Context: an optimization exercise on an open-source flow, tuned for small area. The choices shown serve that exercise and are no tape-out recipe. In this exercise RTL edits were held to simulation tests only and were not proved equivalent to the original. Power is estimated from default activity; no workload was simulated.

===== flow/design.v =====
module tis_xport (
    input  wire        clk,
    input  wire        rst,
    input  wire        cfg_spi,
    input  wire        start,
    input  wire        wr,           
    input  wire [1:0]  kind,         
    input  wire [6:0]  len,          
    input  wire        use_const,    
    input  wire [31:0] cval,         
    input  wire [31:0] now,          
    output reg         done,         
    output reg  [2:0]  err,          
    output reg  [7:0]  err_val,
    output wire [6:0]  sc_ridx,
    input  wire [7:0]  sc_rdata,
    output reg         sc_we,
    output reg  [6:0]  sc_widx,
    output reg  [7:0]  sc_wdata,
    output reg         bus_req,
    output reg         bus_rd,
    output reg         bus_last,
    output reg  [7:0]  bus_wdata,
    input  wire        bus_ack,
    input  wire [7:0]  bus_rdata,
    input  wire        bus_err,
    input  wire [7:0]  bus_err_code,
    output reg         spi_lock,
    input  wire        spi_gnt,
    input  wire        irq
);
    localparam [31:0] T_IRQ = 32'd750;
    localparam [31:0] T_SPI = 32'd100;
    localparam [2:0] X_IDLE  = 3'd0,
                     X_LOCK  = 3'd1,
                     X_BEAT  = 3'd2,
                     X_RWAIT = 3'd3,
                     X_DONE  = 3'd4;
    localparam [2:0] P_I2CW  = 3'd0,    
                     P_I2CR  = 3'd1,    
                     P_HDR   = 3'd2,    
                     P_STALL = 3'd3,    
                     P_SPIW  = 3'd4,    
                     P_SPIR  = 3'd5;    
    reg [2:0]  st;
    reg [2:0]  ph;
    reg [6:0]  idx;
    reg        r_wr;
    reg [1:0]  r_kind;
    reg [6:0]  r_len;
    reg        r_const;
    reg [31:0] r_cval;
    reg [31:0] t1;
    reg        ready;
    wire       ready_clr;
    reg [7:0]  i2c_addr;
    reg [13:0] spi_addr;
    always @(*) begin
        case (r_kind)
            2'd0: begin i2c_addr = 8'h00; spi_addr = 14'h000; end
            2'd1: begin i2c_addr = 8'h01; spi_addr = 14'h018; end
            2'd2: begin i2c_addr = 8'h05; spi_addr = 14'h024; end
            default: begin i2c_addr = 8'h06; spi_addr = 14'hF00; end
        endcase
    end
    wire [6:0] pidx = (ph == P_I2CW) ? (idx - 7'd1) : idx;
    assign sc_ridx = pidx + 7'd1;
    reg [7:0] pbyte;
    always @(*) begin
        if (r_const) begin
            case (pidx[1:0])
                2'd0: pbyte = r_cval[7:0];
                2'd1: pbyte = r_cval[15:8];
                2'd2: pbyte = r_cval[23:16];
                default: pbyte = r_cval[31:24];
            endcase
        end else begin
            pbyte = sc_rdata;
        end
    end
    wire [6:0] len_m1 = r_len - 7'd1;
    always @(*) begin
        bus_rd    = 1'b0;
        bus_last  = 1'b0;
        bus_wdata = 8'h00;
        case (ph)
            P_I2CW: begin
                bus_wdata = (idx == 7'd0) ? i2c_addr : pbyte;
                bus_last  = r_wr ? (idx == r_len) : 1'b1;
            end
            P_I2CR, P_SPIR: begin
                bus_rd   = 1'b1;
                bus_last = (idx == len_m1);
            end
            P_HDR: begin
                case (idx[1:0])
                    2'd0: bus_wdata = {~r_wr, 1'b1, len_m1[5:0]};
                    2'd1: bus_wdata = 8'hD4;
                    2'd2: bus_wdata = {2'b00, spi_addr[13:8]};
                    default: bus_wdata = spi_addr[7:0];
                endcase
                bus_last = (idx == 7'd3);
            end
            P_STALL: begin
                bus_rd   = 1'b1;
                bus_last = 1'b1;
            end
            default: begin  
                bus_wdata = pbyte;
                bus_last  = (idx == len_m1);
            end
        endcase
    end
    always @(*) begin
        bus_req = (st == X_BEAT);
    end
    assign ready_clr = !cfg_spi && (
        (st == X_IDLE  && start && len <= 7'd64) ||
        (st == X_BEAT  && bus_ack && bus_err) ||
        (st == X_RWAIT && !ready && (now - t1 >= T_IRQ)));
    always @(posedge clk) begin
        if (rst)
            ready <= 1'b0;
        else if (ready_clr)
            ready <= 1'b0;
        else if (irq && !cfg_spi)
            ready <= 1'b1;
    end
    always @(posedge clk) begin
        if (rst) begin
            st        <= X_IDLE;
            ph        <= P_I2CW;
            idx       <= 7'd0;
            done      <= 1'b0;
            err       <= 3'd0;
            err_val   <= 8'd0;
            spi_lock  <= 1'b0;
            sc_we     <= 1'b0;
            r_wr      <= 1'b0;
            r_kind    <= 2'd0;
            r_len     <= 7'd0;
            r_const   <= 1'b0;
            r_cval    <= 32'd0;
            t1        <= 32'd0;
            sc_widx   <= 7'd0;
            sc_wdata  <= 8'd0;
        end else begin
            done      <= 1'b0;
            sc_we     <= 1'b0;
            case (st)
                X_IDLE: begin
                    if (start) begin
                        r_wr    <= wr;
                        r_kind  <= kind;
                        r_len   <= len;
                        r_const <= use_const;
                        r_cval  <= cval;
                        idx     <= 7'd0;
                        err     <= 3'd0;
                        err_val <= 8'd0;
                        if (len > 7'd64 || (cfg_spi && len == 7'd0)) begin
                            err     <= 3'd3;
                            err_val <= {1'b0, len};
                            st      <= X_DONE;
                        end else if (cfg_spi) begin
                            ph       <= P_HDR;
                            spi_lock <= 1'b1;
                            st       <= X_LOCK;
                        end else begin
                            ph <= P_I2CW;
                            st <= X_BEAT;
                        end
                    end
                end
                X_LOCK: begin
                    if (spi_gnt)
                        st <= X_BEAT;
                end
                X_BEAT: begin
                    if (bus_ack) begin
                        if (bus_rd) begin
                            sc_we    <= (ph != P_STALL);
                            sc_widx  <= idx + 7'd1;
                            sc_wdata <= bus_rdata;
                        end
                        if (bus_err) begin
                            sc_we   <= 1'b0;
                            err     <= 3'd4;
                            err_val <= bus_err_code;
                            st      <= X_DONE;
                        end else if (!bus_last) begin
                            idx <= idx + 7'd1;
                        end else begin
                            idx <= 7'd0;
                            case (ph)
                                P_I2CW: begin
                                    t1 <= now;
                                    st <= X_RWAIT;
                                end
                                P_HDR: begin
                                    t1 <= now;
                                    ph <= P_STALL;
                                end
                                P_STALL: begin
                                    if (bus_rdata[0]) begin
                                        ph <= r_wr ? P_SPIW : P_SPIR;
                                    end else if (now - t1 >= T_SPI) begin
                                        err <= 3'd2;
                                        st  <= X_DONE;
                                    end
                                end
                                default: begin  
                                    st <= X_DONE;
                                end
                            endcase
                        end
                    end
                end
                X_RWAIT: begin
                    if (ready) begin
                        if (r_wr) begin
                            st <= X_DONE;
                        end else begin
                            ph <= P_I2CR;
                            st <= X_BEAT;
                        end
                    end else if (now - t1 >= T_IRQ) begin
                        err <= 3'd1;
                        st  <= X_DONE;
                    end
                end
                default: begin  
                    spi_lock <= 1'b0;
                    done     <= 1'b1;
                    st       <= X_IDLE;
                end
            endcase
        end
    end
endmodule
module tis_engine (
    input  wire        clk,
    input  wire        rst,           
    input  wire        cfg_spi,       
    input  wire        ms_tick,       
    input  wire        cmd_valid,
    input  wire [31:0] cmd_word,
    output reg         busy,
    output reg         done,
    output reg  [3:0]  res_code,
    output reg  [2:0]  res_sub,
    output reg  [31:0] res_val,
    output reg         cmd_rd_en,
    output reg  [23:0] cmd_rd_addr,
    input  wire [7:0]  cmd_rd_data,
    output reg         rsp_wr_en,
    output reg  [23:0] rsp_wr_addr,
    output reg  [7:0]  rsp_wr_data,
    output wire        bus_req,
    output wire        bus_rd,
    output wire        bus_last,
    output wire [7:0]  bus_wdata,
    input  wire        bus_ack,
    input  wire [7:0]  bus_rdata,
    input  wire        bus_err,
    input  wire [7:0]  bus_err_code,
    output wire        spi_lock,
    input  wire        spi_gnt,
    input  wire        irq
);
    localparam [31:0] T_LONG      = 32'd2000;
    localparam [31:0] T_SHORT     = 32'd2;      
    localparam [7:0]  LOC_TRIES   = 8'd3;
    localparam [31:0] HDR_SIZE    = 32'd10;
    localparam [15:0] BURST_MAX   = 16'd63;     
    localparam [31:0] DIDVID_CR50 = 32'h00281AE0;
    localparam [31:0] DIDVID_TI50 = 32'h504A6666;
    localparam [1:0] K_ACCESS = 2'd0, K_STS = 2'd1, K_FIFO = 2'd2, K_DID = 2'd3;
    localparam [3:0] E_OK = 4'd0, E_TIMEOUT = 4'd1, E_PROTO = 4'd3, E_BUFSMALL = 4'd4,
                     E_INSUFF = 4'd5, E_UNSUPP = 4'd6, E_IO = 4'd7, E_REFUSED = 4'd8;
    localparam [7:0] OP_PROBE = 8'h01, OP_SEND = 8'h02, OP_RECV = 8'h03,
                     OP_RELEASE = 8'h04, OP_SHUTDOWN = 8'h05;
    localparam [5:0]
        S_IDLE  = 6'd0,  S_XWAIT = 6'd1,  S_SLEEP = 6'd2,
        S_RL0   = 6'd3,  S_RL1   = 6'd4,  S_RL2   = 6'd5,  S_RL3  = 6'd6,  S_RL4  = 6'd7,
        S_GB0   = 6'd8,  S_GB1   = 6'd9,  S_GB2   = 6'd10, S_GB3  = 6'd11,
        S_WC0   = 6'd12, S_WC1   = 6'd13, S_WC2   = 6'd14,
        S_WB0   = 6'd15, S_WB1   = 6'd16, S_WB2   = 6'd17, S_WB3  = 6'd18, S_WB3D = 6'd19,
        S_WB4   = 6'd20, S_WB5   = 6'd21, S_GO    = 6'd22,
        S_RB0   = 6'd23, S_RB1   = 6'd24, S_RB2   = 6'd25, S_RB3  = 6'd26, S_RB4  = 6'd27,
        S_RB5   = 6'd28, S_RB6   = 6'd29, S_RB6B  = 6'd30, S_RB7  = 6'd31, S_RB8  = 6'd32,
        S_SD9   = 6'd33, S_CP    = 6'd34,
        S_REL0  = 6'd35, S_REL1  = 6'd36,
        S_CL0   = 6'd37, S_CL1   = 6'd38, S_CL2   = 6'd39,
        S_PR0   = 6'd40, S_PR1   = 6'd41,
        S_ERR   = 6'd42, S_ERR2  = 6'd43, S_ERR3  = 6'd44,
        S_SDF   = 6'd45, S_WB3W  = 6'd46,
        S_FIN   = 6'd47;
    reg [5:0]  state;
    reg [5:0]  xret, sret, gbs_ret, rel_ret, cln_ret, rl_ret, cp_ret;
    reg [7:0]  op;
    reg        is_sd;          
    reg        started;        
    reg        rel_force;          
    reg [7:0]  mask;           
    reg [31:0] now;            
    reg [31:0] t0;             
    reg [31:0] ts;             
    reg [31:0] len;
    reg [31:0] cap;
    reg [7:0]  status;
    reg [15:0] burst;
    reg [7:0]  access;
    reg [31:0] sent;
    reg [31:0] limit;
    reg [31:0] cur;
    reg [31:0] expected;
    reg [31:0] n;
    reg [7:0]  tries;
    reg [31:0] id;
    reg [6:0]  fidx;           
    reg        sh_mismatch;
    reg [3:0]  e_code;
    reg [2:0]  e_sub;
    reg [31:0] e_val;
    reg [7:0]  scratch [1:64];
    reg        xp_start;
    reg        xp_wr;
    reg [1:0]  xp_kind;
    reg [6:0]  xp_len;
    reg        xp_const;
    reg [31:0] xp_cval;
    wire       xp_done;
    wire [2:0] xp_err;
    wire [7:0] xp_err_val;
    wire [6:0] xs_ridx;
    wire       xs_we;
    wire [6:0] xs_widx;
    wire [7:0] xs_wdata;
    tis_xport u_xport (
        .clk(clk), .rst(rst), .cfg_spi(cfg_spi),
        .start(xp_start), .wr(xp_wr), .kind(xp_kind), .len(xp_len),
        .use_const(xp_const), .cval(xp_cval), .now(now),
        .done(xp_done), .err(xp_err), .err_val(xp_err_val),
        .sc_ridx(xs_ridx), .sc_rdata(scratch[xs_ridx]),
        .sc_we(xs_we), .sc_widx(xs_widx), .sc_wdata(xs_wdata),
        .bus_req(bus_req), .bus_rd(bus_rd), .bus_last(bus_last), .bus_wdata(bus_wdata),
        .bus_ack(bus_ack), .bus_rdata(bus_rdata), .bus_err(bus_err),
        .bus_err_code(bus_err_code),
        .spi_lock(spi_lock), .spi_gnt(spi_gnt), .irq(irq)
    );
    wire xp_ok = (xp_err == 3'd0);
    wire [7:0] sc1 = scratch[1];
    wire [7:0] sc2 = scratch[2];
    wire [7:0] sc3 = scratch[3];
    wire [7:0] sc4 = scratch[4];
    wire [7:0] sc5 = scratch[5];
    wire [7:0] sc6 = scratch[6];
    wire [15:0] snap_burst = {sc3, sc2};
    wire        snap_accept = ((sc1 & mask) == mask) && (snap_burst >= 16'd1) &&
                              (snap_burst <= BURST_MAX);
    wire        loc_ok = (sc1 & 8'hA0) == 8'hA0;
    function [7:0] shutdown_cmd;
        input [3:0] i;
        case (i)
            4'd0: shutdown_cmd = 8'h80;  4'd1: shutdown_cmd = 8'h01;
            4'd2: shutdown_cmd = 8'h00;  4'd3: shutdown_cmd = 8'h00;
            4'd4: shutdown_cmd = 8'h00;  4'd5: shutdown_cmd = 8'h0C;
            4'd6: shutdown_cmd = 8'h00;  4'd7: shutdown_cmd = 8'h00;
            4'd8: shutdown_cmd = 8'h01;  4'd9: shutdown_cmd = 8'h45;
            4'd10: shutdown_cmd = 8'h00; 4'd11: shutdown_cmd = 8'h01;
            default: shutdown_cmd = 8'h00;
        endcase
    endfunction
    function [7:0] shutdown_rsp;
        input [3:0] i;
        case (i)
            4'd0: shutdown_rsp = 8'h80;  4'd1: shutdown_rsp = 8'h01;
            4'd5: shutdown_rsp = 8'h0A;
            default: shutdown_rsp = 8'h00;
        endcase
    endfunction
    wire [31:0] fill_pos = sent + {25'd0, fidx};
    wire [31:0] copy_pos = cur + {25'd0, fidx};
    always @(posedge clk) begin
        if (rst)
            now <= 32'd0;
        else if (ms_tick)
            now <= now + 32'd1;
    end
    always @(posedge clk) begin
        if (xs_we)
            scratch[xs_widx] <= xs_wdata;
        else if (state == S_WB3D)
            scratch[fidx + 7'd1] <= is_sd ? shutdown_cmd(fill_pos[3:0]) : cmd_rd_data;
    end
    task xfer;
        input        w;
        input [1:0]  k;
        input [6:0]  l;
        input        c;
        input [31:0] v;
        input [5:0]  r;
        begin
            xp_start <= 1'b1;
            xp_wr    <= w;
            xp_kind  <= k;
            xp_len   <= l;
            xp_const <= c;
            xp_cval  <= v;
            xret     <= r;
            state    <= S_XWAIT;
        end
    endtask
    task raise_xp;
        begin
            case (xp_err)
                3'd1: begin e_code <= E_TIMEOUT; e_sub <= 3'd1; e_val <= 32'd0; end
                3'd2: begin e_code <= E_TIMEOUT; e_sub <= 3'd2; e_val <= 32'd0; end
                3'd3: begin e_code <= E_INSUFF;  e_sub <= 3'd0; e_val <= {24'd0, xp_err_val}; end
                default: begin e_code <= E_IO;   e_sub <= 3'd0; e_val <= {24'd0, xp_err_val}; end
            endcase
            state <= S_ERR;
        end
    endtask
    task raise;
        input [3:0]  c;
        input [2:0]  s;
        input [31:0] v;
        begin
            e_code <= c;
            e_sub  <= s;
            e_val  <= v;
            state  <= S_ERR;
        end
    endtask
    task finish;
        input [3:0]  c;
        input [2:0]  s;
        input [31:0] v;
        begin
            e_code <= c;
            e_sub  <= s;
            e_val  <= v;
            state  <= S_FIN;
        end
    endtask
    task sleep;
        input [5:0] r;
        begin
            ts    <= now;
            sret  <= r;
            state <= S_SLEEP;
        end
    endtask
    task gbs;
        input [7:0] m;
        input [5:0] r;
        begin
            mask    <= m;
            gbs_ret <= r;
            state   <= S_GB0;
        end
    endtask
    task release_loc;
        input       f;
        input [5:0] r;
        begin
            rel_force   <= f;
            rel_ret <= r;
            state   <= S_REL0;
        end
    endtask
    always @(posedge clk) begin
        if (rst) begin
            state       <= S_IDLE;
            xret        <= S_IDLE;
            sret        <= S_IDLE;
            gbs_ret     <= S_IDLE;
            rel_ret     <= S_IDLE;
            cln_ret     <= S_IDLE;
            rl_ret      <= S_IDLE;
            cp_ret      <= S_IDLE;
            op          <= 8'd0;
            is_sd       <= 1'b0;
            started     <= 1'b0;
            rel_force       <= 1'b0;
            mask        <= 8'd0;
            t0          <= 32'd0;
            ts          <= 32'd0;
            len         <= 32'd0;
            cap         <= 32'd0;
            status      <= 8'd0;
            burst       <= 16'd0;
            access      <= 8'd0;
            sent        <= 32'd0;
            limit       <= 32'd0;
            cur         <= 32'd0;
            expected    <= 32'd0;
            n           <= 32'd0;
            tries       <= 8'd0;
            id          <= 32'd0;
            fidx        <= 7'd0;
            sh_mismatch <= 1'b0;
            e_code      <= 4'd0;
            e_sub       <= 3'd0;
            e_val       <= 32'd0;
            xp_start    <= 1'b0;
            xp_wr       <= 1'b0;
            xp_kind     <= 2'd0;
            xp_len      <= 7'd0;
            xp_const    <= 1'b0;
            xp_cval     <= 32'd0;
            busy        <= 1'b0;
            done        <= 1'b0;
            res_code    <= 4'd0;
            res_sub     <= 3'd0;
            res_val     <= 32'd0;
            cmd_rd_en   <= 1'b0;
            cmd_rd_addr <= 24'd0;
            rsp_wr_en   <= 1'b0;
            rsp_wr_addr <= 24'd0;
            rsp_wr_data <= 8'd0;
        end else begin
            xp_start  <= 1'b0;
            done      <= 1'b0;
            cmd_rd_en <= 1'b0;
            rsp_wr_en <= 1'b0;
            case (state)
                S_IDLE: begin
                    busy <= 1'b0;
                    if (cmd_valid && !busy) begin
                        busy        <= 1'b1;
                        op          <= cmd_word[31:24];
                        is_sd       <= 1'b0;
                        sh_mismatch <= 1'b0;
                        case (cmd_word[31:24])
                            OP_PROBE: begin
                                if (cmd_word[23:0] == 24'd0 && !started) begin
                                    rl_ret <= S_PR0;
                                    state  <= S_RL0;
                                end else
                                    finish(E_REFUSED, 3'd0, 32'd0);
                            end
                            OP_SEND: begin
                                if (!started) begin
                                    len    <= {8'd0, cmd_word[23:0]};
                                    rl_ret <= S_WC0;
                                    state  <= S_RL0;
                                end else
                                    finish(E_REFUSED, 3'd0, 32'd0);
                            end
                            OP_RECV: begin
                                if (started) begin
                                    cap   <= {8'd0, cmd_word[23:0]};
                                    state <= S_RB0;
                                end else
                                    finish(E_REFUSED, 3'd0, 32'd0);
                            end
                            OP_RELEASE: begin
                                if (cmd_word[23:1] == 23'd0) begin
                                    e_code <= E_OK;
                                    e_sub  <= 3'd0;
                                    e_val  <= 32'd0;
                                    release_loc(cmd_word[0], S_FIN);
                                end else
                                    finish(E_REFUSED, 3'd0, 32'd0);
                            end
                            OP_SHUTDOWN: begin
                                if (cmd_word[23:0] == 24'd0 && !started) begin
                                    is_sd  <= 1'b1;
                                    len    <= 32'd12;
                                    rl_ret <= S_WC0;
                                    state  <= S_RL0;
                                end else
                                    finish(E_REFUSED, 3'd0, 32'd0);
                            end
                            default: finish(E_REFUSED, 3'd0, 32'd0);
                        endcase
                    end
                end
                S_XWAIT: begin
                    if (xp_done)
                        state <= xret;
                end
                S_SLEEP: begin
                    if (now - ts >= T_SHORT)
                        state <= sret;
                end
                S_RL0: xfer(1'b0, K_ACCESS, 7'd1, 1'b0, 32'd0, S_RL1);
                S_RL1: begin
                    if (xp_ok) access <= sc1;
                    if (xp_ok && loc_ok)
                        state <= rl_ret;
                    else
                        xfer(1'b1, K_ACCESS, 7'd1, 1'b1, 32'h02, S_RL2);
                end
                S_RL2: begin
                    if (!xp_ok)
                        raise_xp;
                    else begin
                        tries <= 8'd1;
                        state <= S_RL3;
                    end
                end
                S_RL3: xfer(1'b0, K_ACCESS, 7'd1, 1'b0, 32'd0, S_RL4);
                S_RL4: begin
                    if (xp_ok) access <= sc1;
                    if (xp_ok && loc_ok)
                        state <= rl_ret;
                    else if (tries < LOC_TRIES) begin
                        tries <= tries + 8'd1;
                        sleep(S_RL3);
                    end else
                        raise(E_TIMEOUT, 3'd3, 32'd0);
                end
                S_GB0: begin
                    t0    <= now;
                    state <= S_GB1;
                end
                S_GB1: xfer(1'b0, K_STS, 7'd4, 1'b0, 32'd0, S_GB2);
                S_GB2: begin
                    if (xp_ok) begin
                        status <= sc1;
                        burst  <= snap_burst;
                    end
                    if (xp_ok && snap_accept)
                        state <= gbs_ret;
                    else
                        sleep(S_GB3);
                end
                S_GB3: begin
                    if (now - t0 >= T_LONG)
                        raise(E_TIMEOUT, 3'd4, 32'd0);
                    else
                        state <= S_GB1;
                end
                S_WC0: begin
                    t0    <= now;
                    state <= S_WC1;
                end
                S_WC1: xfer(1'b0, K_STS, 7'd4, 1'b0, 32'd0, S_WC2);
                S_WC2: begin
                    status <= xp_ok ? sc1 : 8'h00;
                    if (xp_ok && sc1[6])
                        state <= S_WB0;
                    else if (now - t0 >= T_LONG)
                        raise(E_TIMEOUT, 3'd5, 32'd0);
                    else
                        xfer(1'b1, K_STS, 7'd4, 1'b1, 32'h40, S_WC1);
                end
                S_WB0: begin
                    sent  <= 32'd0;
                    state <= S_WB1;
                end
                S_WB1: begin
                    if (sent < len)
                        gbs((sent == 32'd0) ? 8'h80 : 8'h88, S_WB2);
                    else
                        gbs(8'h80, S_WB5);
                end
                S_WB2: begin
                    if ({16'd0, burst} - 32'd1 < len - sent)
                        limit <= {16'd0, burst} - 32'd1;
                    else
                        limit <= len - sent;
                    fidx  <= 7'd0;
                    state <= S_WB3;
                end
                S_WB3: begin
                    if ({25'd0, fidx} == limit)
                        xfer(1'b1, K_FIFO, limit[6:0], 1'b0, 32'd0, S_WB4);
                    else begin
                        cmd_rd_en   <= !is_sd;
                        cmd_rd_addr <= fill_pos[23:0];
                        state       <= S_WB3W;
                    end
                end
                S_WB3W: state <= S_WB3D;
                S_WB3D: begin
                    fidx  <= fidx + 7'd1;
                    state <= S_WB3;
                end
                S_WB4: begin
                    if (!xp_ok)
                        raise_xp;
                    else begin
                        sent  <= sent + limit;
                        state <= S_WB1;
                    end
                end
                S_WB5: begin
                    if (status[3])
                        raise(E_PROTO, 3'd2, 32'd0);
                    else
                        xfer(1'b1, K_STS, 7'd4, 1'b1, 32'h20, S_GO);
                end
                S_GO: begin
                    if (!xp_ok)
                        raise_xp;
                    else begin
                        started <= 1'b1;
                        if (is_sd) begin
                            cap   <= 32'd10;
                            state <= S_RB0;
                        end else
                            finish(E_OK, 3'd0, 32'd0);
                    end
                end
                S_RB0: begin
                    started <= 1'b0;
                    gbs(8'h90, S_RB1);
                end
                S_RB1: begin
                    if ({16'd0, burst} < HDR_SIZE || {16'd0, burst} > cap)
                        raise(E_PROTO, 3'd1, 32'd0);
                    else
                        xfer(1'b0, K_FIFO, burst[6:0], 1'b0, 32'd0, S_RB2);
                end
                S_RB2: begin
                    if (!xp_ok)
                        raise_xp;
                    else begin
                        n      <= {16'd0, burst};
                        cur    <= 32'd0;
                        fidx   <= 7'd0;
                        cp_ret <= S_RB3;
                        state  <= S_CP;
                    end
                end
                S_RB3: begin
                    if ({sc3, sc4, sc5, sc6} > cap)
                        raise(E_BUFSMALL, 3'd0, {sc3, sc4, sc5, sc6});
                    else begin
                        expected <= {sc3, sc4, sc5, sc6};
                        cur      <= n;
                        state    <= S_RB4;
                    end
                end
                S_RB4: begin
                    if (cur < expected)
                        gbs(8'h90, S_RB5);
                    else
                        gbs(8'h80, S_RB7);
                end
                S_RB5: begin
                    if ({16'd0, burst} < expected - cur)
                        n <= {16'd0, burst};
                    else
                        n <= expected - cur;
                    state <= S_RB6;
                end
                S_RB6: xfer(1'b0, K_FIFO, n[6:0], 1'b0, 32'd0, S_RB6B);
                S_RB6B: begin
                    if (!xp_ok)
                        raise_xp;
                    else begin
                        fidx   <= 7'd0;
                        cp_ret <= S_RB8;
                        state  <= S_CP;
                    end
                end
                S_RB8: begin
                    cur   <= cur + n;
                    state <= S_RB4;
                end
                S_RB7: begin
                    if (status[4])
                        raise(E_PROTO, 3'd3, 32'd0);
                    else
                        release_loc(1'b0, S_SD9);
                end
                S_SD9: begin
                    if (is_sd)
                        release_loc(1'b1, S_SDF);
                    else
                        finish(E_OK, 3'd0, cur);
                end
                S_SDF: begin
                    if (sh_mismatch)
                        finish(E_PROTO, 3'd4, 32'd0);
                    else
                        finish(E_OK, 3'd0, 32'd0);
                end
                S_CP: begin
                    if ({25'd0, fidx} == n)
                        state <= cp_ret;
                    else begin
                        rsp_wr_en   <= 1'b1;
                        rsp_wr_addr <= copy_pos[23:0];
                        rsp_wr_data <= scratch[fidx + 7'd1];
                        if (is_sd && copy_pos < 32'd10 &&
                            scratch[fidx + 7'd1] != shutdown_rsp(copy_pos[3:0]))
                            sh_mismatch <= 1'b1;
                        fidx <= fidx + 7'd1;
                    end
                end
                S_REL0: xfer(1'b0, K_ACCESS, 7'd1, 1'b0, 32'd0, S_REL1);
                S_REL1: begin
                    if (!xp_ok)
                        state <= rel_ret;
                    else begin
                        access <= sc1;
                        if (rel_force || (sc1 & 8'h84) == 8'h84)
                            xfer(1'b1, K_ACCESS, 7'd1, 1'b1, 32'h20, rel_ret);
                        else
                            state <= rel_ret;
                    end
                end
                S_CL0: xfer(1'b0, K_STS, 7'd4, 1'b0, 32'd0, S_CL1);
                S_CL1: begin
                    status <= xp_ok ? sc1 : 8'h00;
                    if (xp_ok && sc1[6])
                        xfer(1'b1, K_STS, 7'd4, 1'b1, 32'h40, S_CL2);
                    else
                        state <= S_CL2;
                end
                S_CL2: release_loc(1'b1, cln_ret);
                S_PR0: xfer(1'b0, K_DID, 7'd4, 1'b0, 32'd0, S_PR1);
                S_PR1: begin
                    if (!xp_ok)
                        raise_xp;
                    else begin
                        id <= {sc4, sc3, sc2, sc1};
                        if ({sc4, sc3, sc2, sc1} == DIDVID_CR50)
                            finish(E_OK, 3'd0, 32'd0);
                        else if ({sc4, sc3, sc2, sc1} == DIDVID_TI50)
                            finish(E_OK, 3'd0, 32'd1);
                        else
                            raise(E_UNSUPP, 3'd0, {sc4, sc3, sc2, sc1});
                    end
                end
                S_ERR: begin
                    if (op == OP_PROBE)
                        release_loc(1'b1, S_FIN);
                    else begin
                        cln_ret <= is_sd ? S_ERR3 : S_ERR2;
                        state   <= S_CL0;
                    end
                end
                S_ERR2: begin
                    started <= 1'b0;
                    state   <= S_FIN;
                end
                S_ERR3: begin
                    started <= 1'b0;
                    release_loc(1'b1, S_FIN);
                end
                default: begin  
                    done     <= 1'b1;
                    res_code <= e_code;
                    res_sub  <= e_sub;
                    res_val  <= e_val;
                    state    <= S_IDLE;
                end
            endcase
        end
    end
endmodule

===== flow/run.sh =====
#!/bin/bash
# synth_recipe.tcl (not shown) runs the flow's synth.tcl, then flattens the netlist and writes it again
# the make line also repeats each setting of config.mk as NAME=value (left out here)
make -C /OpenROAD-flow-scripts/flow DESIGN_CONFIG=/design/flow/config.mk WORK_HOME=/design/flow/orfs CLKGATE_MAP_FILE= SYNTH_SCRIPT=/design/flow/synth_recipe.tcl finish

===== flow/config.mk =====
export PLATFORM = sky130hd
export DESIGN_NAME = tis_engine
export DESIGN_NICKNAME = tis_engine
export VERILOG_FILES = /design/flow/design.v
export SDC_FILE = /design/flow/constraint.sdc
export NUM_CORES = 4
export LEC_CHECK = 0
export CAP_MARGIN = 20
export CORE_MARGIN = 2
export CORE_UTILIZATION = 40
export PLACE_DENSITY = 0.6
export SLEW_MARGIN = 20

===== flow/constraint.sdc =====
create_clock -name core_clock -period 10.0 [get_ports {clk}]
set_input_delay 2.0000 -clock core_clock [delete_from_list [all_inputs] [get_ports {clk}]]
set_output_delay 2.0000 -clock core_clock [all_outputs]
set_load 0.01 [all_outputs]

==> flow_summary.rst <==
.. list-table::
   :header-rows: 1

   * - Metric
     - Value
   * - Status
     - timing/DRC/antenna clean
   * - Data arrival time of the critical path
     - 6400 ps
   * - Mean Syn Cell Area
     - 9.87 sq um
   * - Placed wire-length estimate
     - 182,000 um
   * - Final ANT Viol Nets
     - 0
   * - Internal Pwr Total
     - 10.3 mW
   * - Crit-path max cell delay
     - 690 ps
   * - Number of global-route vias before repair
     - 57,100
   * - CTS Hold Bufs
     - 0
   * - Setup violations, final
     - 0
   * - Nets
     - 7,641
   * - Synthesized netlist net count
     - 7,576
   * - Kind of path behind the tightest hold check
     - flip-flop to flip-flop
   * - 1st-pass router iterations
     - 10
   * - Standard cell core area
     - 0.176 sq mm
   * - Pin count of the biggest net entering global routing
     - 104
   * - Worst setup path category
     - flip-flop to output pin
   * - Number of rows in the core area
     - 154
   * - Final global-route overflow total
     - 0
   * - Max transition margin
     - 16.8%
   * - Portion of the post-synthesis area used by sequential elements
     - 42.1%
   * - Post-synth EDFFs
     - 576
   * - Clock Pin Slew Worst Setup and Hold Paths
     - 60 ps
   * - Minimum clock period
     - 8400 ps
   * - Crit-path most repeated cell
     - sky130_fd_sc_hd__a21oi_1
   * - Proportion of register bits with asynchronous set or reset after synthesis
     - 0%
   * - Die span in x
     - 425 um
   * - Total area of multi-input combinational cells
     - 0.0387 sq mm
   * - Clock root buffer master
     - sky130_fd_sc_hd__clkbuf_16
   * - Sequential group share of total power
     - 33.5%
   * - Drt drc
     - 0
   * - Post-synth top flop
     - sky130_fd_sc_hd__dfxtp_1
   * - Area Growth Syn to Fin
     - 13.3%
   * - Kind of start point of the critical path
     - flip-flop
   * - Via count normalized by instance count
     - 6.17
   * - Switch share
     - 37.0%
   * - Drt wl/cell
     - 26.2 um
   * - Latest clock arrival within the worst-skew pair
     - 830 ps
   * - Number of DRC markers in iteration 0
     - 6,701
   * - Clk network pwr share
     - 32.3%
   * - Chain of cells forming the critical path
     - inv_1, ha_1, o21ai_0, ha_4, buf_12, mux4_2, mux2_2, o211ai_1, a21oi_1, a211oi_1, a21oi_1, a221o_1, clkdlybuf4s50_1
   * - Wire length of the first global-routing pass
     - 374,000 um
   * - Syn. warnings
     - 2
   * - Layout cell share with drive strength beyond 1
     - 11.5%
   * - Depth of the CTS H-tree
     - 4
   * - Number of clock sinks
     - 1,202
   * - Synthesized flop and latch total
     - 1,202
   * - Total global routing track utilization
     - 27.5%
   * - Power, Total
     - 16.4 mW
   * - Resized Gates After CTS
     - 0
   * - Crit path max fanout
     - 82
   * - Area enclosed by the die boundary
     - 0.181 sq mm
   * - Final count of pins violating max slew
     - 0
   * - Comb power frac
     - 34.2%
   * - Transition at the pin with the smallest max-transition slack
     - 1240 ps
   * - Highest ir drop seen on vdd
     - 0.000186 V
   * - Routability Congestion
     - 0.998
   * - Count of different cell masters after synthesis
     - 109
   * - Number of endpoints with negative hold slack in the final report
     - 0
   * - Via count
     - 59,900
   * - Gate Count Post-Synth
     - 7,177
   * - Postcts setup bufs
     - 0
   * - Cell with the largest stage delay on the worst path
     - sky130_fd_sc_hd__ha_4
   * - Final core occ
     - 45.6%
   * - Number of antenna violations at the first check in global routing
     - 9
   * - Cell Pwr Density
     - 204 mW/mm^2
   * - Netlist Area Pre-Place
     - 0.0709 sq mm
   * - Buffer depth of the longest clock path
     - 3
   * - Required time of the critical path
     - 8000 ps
   * - CTS tree
     - built
   * - Overall die height
     - 425 um
   * - Final worst clock skew
     - 50.4 ps
   * - Crit share post-route
     - 84.0%
   * - Max Clk Rate
     - 119 MHz
   * - Setup crit end kind
     - output pin
   * - Fin Setup TNS
     - 0 ps
   * - Clock buffers created by TritonCTS
     - 138
   * - Total Routed Length
     - 254,000 um
   * - Filler instances
     - 16,500
   * - Area taken by flip-flops and latches
     - 0.0298 sq mm
   * - Number of primary I/O pins
     - 176
   * - Max_cap viols
     - 0
   * - Leakage Power
     - 29.2 nW
   * - Unrepaired setup endpoints after global routing
     - no
   * - Initial Utilization
     - 40.2%
   * - Sw Pwr
     - 6.05 mW
   * - Port bufs
     - 175
[cell usage after synthesis, types with 28 or more instances]
library cell,count,share of area (%)
sky130_fd_sc_hd__nand2_1,787,4.2
sky130_fd_sc_hd__nor2_1,717,3.8
sky130_fd_sc_hd__dfxtp_1,626,18
sky130_fd_sc_hd__edfxtp_1,576,24
sky130_fd_sc_hd__a21oi_1,564,4.0
sky130_fd_sc_hd__clkbuf_1,344,1.8
sky130_fd_sc_hd__ha_1,325,5.7
sky130_fd_sc_hd__mux4_2,320,10
sky130_fd_sc_hd__inv_1,289,1.5
sky130_fd_sc_hd__o21ai_0,274,1.9
sky130_fd_sc_hd__nand3_1,197,1.4
sky130_fd_sc_hd__a211oi_1,181,1.9
sky130_fd_sc_hd__xnor2_1,174,2.2
sky130_fd_sc_hd__nor3_1,138,0.97
sky130_fd_sc_hd__mux2i_1,131,1.9
sky130_fd_sc_hd__a21o_1,115,1.2
sky130_fd_sc_hd__nand4_1,97,0.86
sky130_fd_sc_hd__xor2_1,94,1.2
sky130_fd_sc_hd__nor4_1,78,0.69
sky130_fd_sc_hd__a22oi_1,76,0.81
sky130_fd_sc_hd__nand2b_1,67,0.59
sky130_fd_sc_hd__o211ai_1,64,0.68
sky130_fd_sc_hd__a31oi_1,63,0.56
sky130_fd_sc_hd__and2_1,57,0.50
sky130_fd_sc_hd__nor2b_1,56,0.49
sky130_fd_sc_hd__o21a_1,55,0.58
sky130_fd_sc_hd__or3_1,52,0.46
sky130_fd_sc_hd__and3_1,47,0.41
sky130_fd_sc_hd__mux2_2,45,0.72
sky130_fd_sc_hd__o21bai_1,36,0.38
sky130_fd_sc_hd__a222oi_1,35,0.49
sky130_fd_sc_hd__buf_1,35,0.19
sky130_fd_sc_hd__a311oi_1,31,0.38
sky130_fd_sc_hd__a211o_1,28,0.35
[cells in the final DEF, fill, tap and decap left out, types with 169 or more instances in the layout]
cell                              instances
sky130_fd_sc_hd__a211oi_1               179
sky130_fd_sc_hd__a21oi_1                563
sky130_fd_sc_hd__clkdlybuf4s50_1        174
sky130_fd_sc_hd__dfxtp_1                625
sky130_fd_sc_hd__edfxtp_1               576
sky130_fd_sc_hd__ha_1                   323
sky130_fd_sc_hd__inv_1                  288
sky130_fd_sc_hd__mux4_2                 320
sky130_fd_sc_hd__nand2_1                787
sky130_fd_sc_hd__nand3_1                197
sky130_fd_sc_hd__nor2_1                 694
sky130_fd_sc_hd__o21ai_0                267
sky130_fd_sc_hd__xnor2_1                169
[power groups by stage]
stage	Clock, mW	Combinational (mW)	Sequential, mW
CTS	5.38	5.46	5.48
global route	5.56	5.92	5.49
global placement	0	5.40	5.58
finish	5.28	5.59	5.48
floorplan	0	3.64	5.47
detailed placement	0	5.43	5.58
[worst max-delay path: cells and delay by family (launching register included)]
family | cells | cell delay [ps]
multiplexers | 2 | 660
AO/OA/AOI/OAI | 6 | 1890
flip-flops | 1 | 580
buffers and inverters | 3 | 1220
adder cells (fa/ha/maj) | 2 | 1080
[path summary, 6_finish.rpt]
kind / from / end / slack (ps) / cells after the start
max reg2reg: sent[6] / limit[31] / 3960 / 24
min reg2reg: ts[8] / ts[8] / 450 / 2
min: ts[8] / ts[8] / 450 / 2
max: u_xport.idx[0] / bus_wdata[5] / 1600 / 13
[sequential cells by signal, summed over array words and instances (netlist names), 24 cells and up]
| name | cells |
|---|---|
| e_val | 32 |
| t0 | 32 |
| n | 32 |
| cur | 32 |
| u_xport.t1 | 32 |
| now | 32 |
| len | 24 |
| scratch | 576 |
| expected | 32 |
| sent | 32 |
| cap | 24 |
| rsp_wr_addr | 24 |
| cmd_rd_addr | 24 |
| res_val | 32 |
| limit | 32 |
| ts | 32 |
[logic make-up after synthesis]
| family | synth area share (%) |
|---|---|
| flip-flops | 42.1 |
| AND/OR/NAND/NOR | 15.7 |
| AO/OA/AOI/OAI | 16.3 |
| buffers and inverters | 3.85 |
| XOR/XNOR | 3.31 |
| adder cells (fa/ha/maj) | 6.01 |
| multiplexers | 12.7 |
[per-layer routing]
layer  up-vias  routed length (um)  track usage, %  part of all wire (%)
li1      27100                   -               -                     -
met2      2740              116000            43.5                    46
met3       559               20000            5.21                   7.9
met1     29500              103000            35.7                    41
met4         2               14700            14.0                   5.8
met5         -                  13               0                0.0051
[area by class of cell]
cell class	instances	share of cell area, %
repair buffers	329	3.69
well taps	2340	3.65
diodes	3	0.00935
multi-input cells	5280	48.2
clock inverters	80	1.29
clock buffers	170	4.60
inverters	291	1.36
flip-flops and latches	1202	37.2
[through the flow]
stage	worst slack, ps	hold WS (ps)	instances	area (sq um)
2_1_floorplan	2600	431	7177	70900
6_report	1600	449	9695	80300
5_1_grt	1270	465	9694	80300
3_5_place_dp	2490	444	9438	75500
3_3_place_gp	2570	439	9436	75400
4_1_cts	1600	451	9688	80200

-- afterwards: timing with drivers on the ports --
The results above use ideal ports. As a check the final layout listed here was re-extracted and re-timed, cells and wires unchanged.
Step 1 sets driving cells, clkbuf_16 on the clock port and buf_2 on the other inputs (assumed; they add their load-dependent delay and slew).
Step 2 moves the port delays by t, midway between the first and last clock arrival at a register: inputs arrive t later, outputs are due t later. That takes back most of the time a late clock gives input paths.
a / b / c = ideal / step 1 / step 2; a / b = the first two.
shift t [ns]: 0.884
setup WS [ns]: 1.599 / 1.522 / 2.406
worst setup path after step 2: register to output
After both steps setup and hold are still met in this run. For this run, drivers alone change the setup slack by -0.077 ns; drivers and shift together by +0.807 ns.
